This design comes from an exercise in tuning for small area, a short achievable clock period and few clock cycles per item on the open sky130 flow, not from production work.
RTL that was checked went through simulation tests only; none was proved equivalent to the original.
Power and IR drop assume default switching activity.

Design dsk_decoder, start of the top module:
module dsk_decoder (
    input  wire         clk,
    input  wire         rst,
    input  wire         in_valid,
    output wire         in_ready,
    input  wire [183:0] in_key,
    input  wire [4:0]   in_klen,
    output reg          out_valid,
    input  wire         out_ready,
    output reg          out_sign,
    output reg  [1:0]   out_class,
    output reg  [31:0]  out_exp,
    output reg  [5:0]   out_dcnt,
    output reg  [143:0] out_digits,
    output wire [2:0]   out_status,
    output wire [4:0]   out_detail
);
Size in the first run: about 7300 cells after synthesis, ~390 I/O pins, ~52000 um2 of cells after synthesis.
Settings: LEC_CHECK=0, ABC_AREA=1, CAP_MARGIN=60, CORE_MARGIN=2, CORE_UTILIZATION=65, CTS_BUF_LIST=sky130_fd_sc_hd__clkbuf_16, CTS_CLUSTER_DIAMETER=80, CTS_CLUSTER_SIZE=30, PLACE_DENSITY=0.7, SLEW_MARGIN=60; clock period 25.0 ns.
standard.sh (not shown) runs the stock make flow with config.mk's settings and CLKGATE_MAP_FILE= SYNTH_SCRIPT=/design/flow/synth_recipe.tcl, a recipe that flattens the netlist after the stock synthesis.
==> flow/flow/run.sh <==
#!/bin/bash
# The standard layout (the standard.sh, standard synthesis included), with
# plain buffers on the ports instead of the default port buffer cell.
set -euo pipefail
bash standard.sh "BUFFER_PORTS_ARGS=-buffer_cell sky130_fd_sc_hd__buf_1" finish > standard_flow.log 2>&1
==> next run, changes <==
--- a/flow/config.mk
+++ b/flow/config.mk
@@ -10,3 +10,3 @@
 export CORE_MARGIN = 2
-export CORE_UTILIZATION = 65
+export CORE_UTILIZATION = 60
 export CTS_BUF_LIST = sky130_fd_sc_hd__clkbuf_16
What happened: The changed run passed the timing, design-rule and antenna checks. Via count falls slightly. Sequential power hardly moves. Routed wire length grows slightly. Register-to-register slack is better by 0.13 ns. Power decreases slightly. Die area goes up by a little under a tenth. Synthesized cell count stays the same.
No functional check of the RTL was part of any run of this note.

dsk_decoder, a different RTL version from the one above (not shown whole).
Size in the first run: roughly 750 flip-flops, about 390 I/O pins, about 53000 µm² of cells after synthesis.
clock: 25.0 ns
lec_check: 0
abc_area: 1
cap_margin: 60
core_margin: 2
core_utilization: 60
cts_buf_list: sky130_fd_sc_hd__clkbuf_16
cts_cluster_diameter: 80
cts_cluster_size: 25
place_density: 0.7
slew_margin: 60
Scripts as last shown in full above: flow/flow/run.sh
Then changed:
CTS_CLUSTER_SIZE = 30   (was 25)
=> The new run ran to the end with no violations; clock power goes down by about 1%; via count stays flat; non-clock buffer count goes down by 1.
No run of this note included a check of the RTL's function; only the layout flow was run.

Another version of the RTL of dsk_decoder (not shown whole).
Size: ~750 flip-flops, roughly 390 I/O pins, about 53000 µm² of cells after synthesis.
// dsk_decoder
module dsk_decoder (
    input  wire         clk,
    input  wire         rst,
    input  wire         in_valid,
    output wire         in_ready,
    input  wire [183:0] in_key,
    input  wire [4:0]   in_klen,
    output reg          out_valid,
    input  wire         out_ready,
    output reg          out_sign,
    output reg  [1:0]   out_class,
    output reg  [31:0]  out_exp,
    output reg  [5:0]   out_dcnt,
    output reg  [143:0] out_digits,
    output wire [2:0]   out_status,
    output wire [4:0]   out_detail
);
export LEC_CHECK = 0
export ABC_AREA = 1
export CAP_MARGIN = 60
export CORE_MARGIN = 2
export CORE_UTILIZATION = 60
export CTS_BUF_LIST = sky130_fd_sc_hd__clkbuf_16
export CTS_CLUSTER_DIAMETER = 80
export CTS_CLUSTER_SIZE = 30
export PLACE_DENSITY = 0.7
export SLEW_MARGIN = 70
create_clock -name core_clock -period 25.0 [get_ports {clk}]
Scripts as last shown in full above: flow/flow/run.sh
The first run ran to the end with no violations.
Testbench counts at the start, summed over its fixed seeds: cycles 16,024, items 16,000.
Next try:
--- a/flow/config.mk
+++ b/flow/config.mk
@@ -9,8 +9,8 @@
 export CAP_MARGIN = 60
 export CORE_MARGIN = 2
-export CORE_UTILIZATION = 60
+export CORE_UTILIZATION = 55
 export CTS_BUF_LIST = sky130_fd_sc_hd__clkbuf_16
 export CTS_CLUSTER_DIAMETER = 80
 export CTS_CLUSTER_SIZE = 30
 export PLACE_DENSITY = 0.7
-export SLEW_MARGIN = 70
+export SLEW_MARGIN = 60
=>
- non-clock buffer count decreases by 30
- die area increases by 9.0%
- total power hardly moves
- register-to-register slack degrades by 0.26 ns
- clock skew increases by 0.011 ns
- final cell count increases by 1.0%
- via count decreases by 1.4%
Next try:
==> flow/flow/run.sh (replaced) <==
#!/bin/bash
# The standard layout (the standard.sh, standard synthesis included), with
# plain buffers on the ports instead of the default port buffer cell.
set -euo pipefail
bash standard.sh "BUFFER_PORTS_ARGS=-buffer_cell sky130_fd_sc_hd__buf_2" finish > standard_flow.log 2>&1
--- a/flow/config.mk
+++ b/flow/config.mk
@@ -9,8 +9,8 @@
 export CAP_MARGIN = 60
 export CORE_MARGIN = 2
-export CORE_UTILIZATION = 55
-export CTS_BUF_LIST = sky130_fd_sc_hd__clkbuf_16
-export CTS_CLUSTER_DIAMETER = 80
-export CTS_CLUSTER_SIZE = 30
-export PLACE_DENSITY = 0.7
+export CORE_UTILIZATION = 40
+export CTS_BUF_LIST = sky130_fd_sc_hd__clkbuf_8
+export CTS_CLUSTER_DIAMETER = 60
+export CTS_CLUSTER_SIZE = 15
+export PLACE_DENSITY = 0.6
 export SLEW_MARGIN = 60
Sequential share of layout area falls by 0.95 points.
Worst setup slack is worse by 0.17 ns.
Global-route usage falls by 7.8 points.
Next try:
==> flow/flow/run.sh (replaced) <==
#!/bin/bash
# The standard layout (the standard.sh, standard synthesis included), with
# plain buffers on the ports instead of the default port buffer cell.
set -euo pipefail
bash standard.sh "BUFFER_PORTS_ARGS=-buffer_cell sky130_fd_sc_hd__buf_1" finish > standard_flow.log 2>&1
==> flow/config.mk (replaced) <==
export PLATFORM = sky130hd
export DESIGN_NAME = dsk_decoder
export DESIGN_NICKNAME = dsk_decoder
export VERILOG_FILES = /design/flow/design.v
export SDC_FILE = /design/flow/constraint.sdc
export NUM_CORES = 8
export LEC_CHECK = 0
export ABC_AREA = 1
export CAP_MARGIN = 40
export CORE_MARGIN = 2
export CORE_UTILIZATION = 60
export CTS_BUF_LIST = sky130_fd_sc_hd__clkbuf_16
export CTS_CLUSTER_DIAMETER = 80
export CTS_CLUSTER_SIZE = 30
export PLACE_DENSITY = 0.7
export SLEW_MARGIN = 40
What happened:
- The changed run completed with no timing, DRC or antenna violations
- cell area decreases by 4.1%
- clock power is lower by 16%
- utilization is higher by 20 points
- hold slack gets better by 0.0056 ns
- wire length is lower by 7.3%

## port drivers added, routing unchanged
The flow's constraints put no driver on any port. The routed layouts listed below were extracted and timed again, unchanged, in two steps. Step 1 sets driving cells, clkbuf_16 on the clock port and buf_2 on the other inputs (assumed; they add their load-dependent delay and slew). Step 2, shift: input delay + t, output delay - t, t = (earliest + latest rising clock arrival at the registers) / 2. This alone moves slack from input paths to output paths. Three values: ideal, step 1, step 2; two values: the first two.
run | t (ns) | setup slack, ns | latest minus earliest clock arrival (ns) | slew at the worst register clock pin (ns) | pins driven straight from the clock port
the first run of note 1 | 0.710 | 18.533 / 18.533 / 18.270 | 0.046 / 0.045 | 0.12 / 0.12 | 1
the second run of note 1 | 0.710 | 18.658 / 18.627 / 18.542 | 0.059 / 0.059 | 0.12 / 0.12 | 1
the first run of note 2 | 0.734 | 18.691 / 18.616 / 18.489 | 0.041 / 0.041 | 0.11 / 0.11 | 1
the second run of note 2 | 0.730 | 18.702 / 18.628 / 18.509 | 0.040 / 0.040 | 0.12 / 0.12 | 1
the first run of note 3 | 0.698 | 18.694 / 18.621 / 18.325 | 0.043 / 0.043 | 0.11 / 0.11 | 1
the second run of note 3 | 0.748 | 18.702 / 18.627 / 18.158 | 0.047 / 0.047 | 0.12 / 0.12 | 1
the third run of note 3 | 0.897 | 18.533 / 18.452 / 18.530 | 0.081 / 0.081 | 0.10 / 0.10 | 1
the fourth run of note 3 | 0.681 | 18.720 / 18.652 / 18.080 | 0.047 / 0.047 | 0.11 / 0.11 | 1
After both steps setup and hold are still met in every run listed. The setup slack of the fourth run of note 3, which loses most, moves by -0.068 ns with the drivers and by -0.640 ns with both steps.
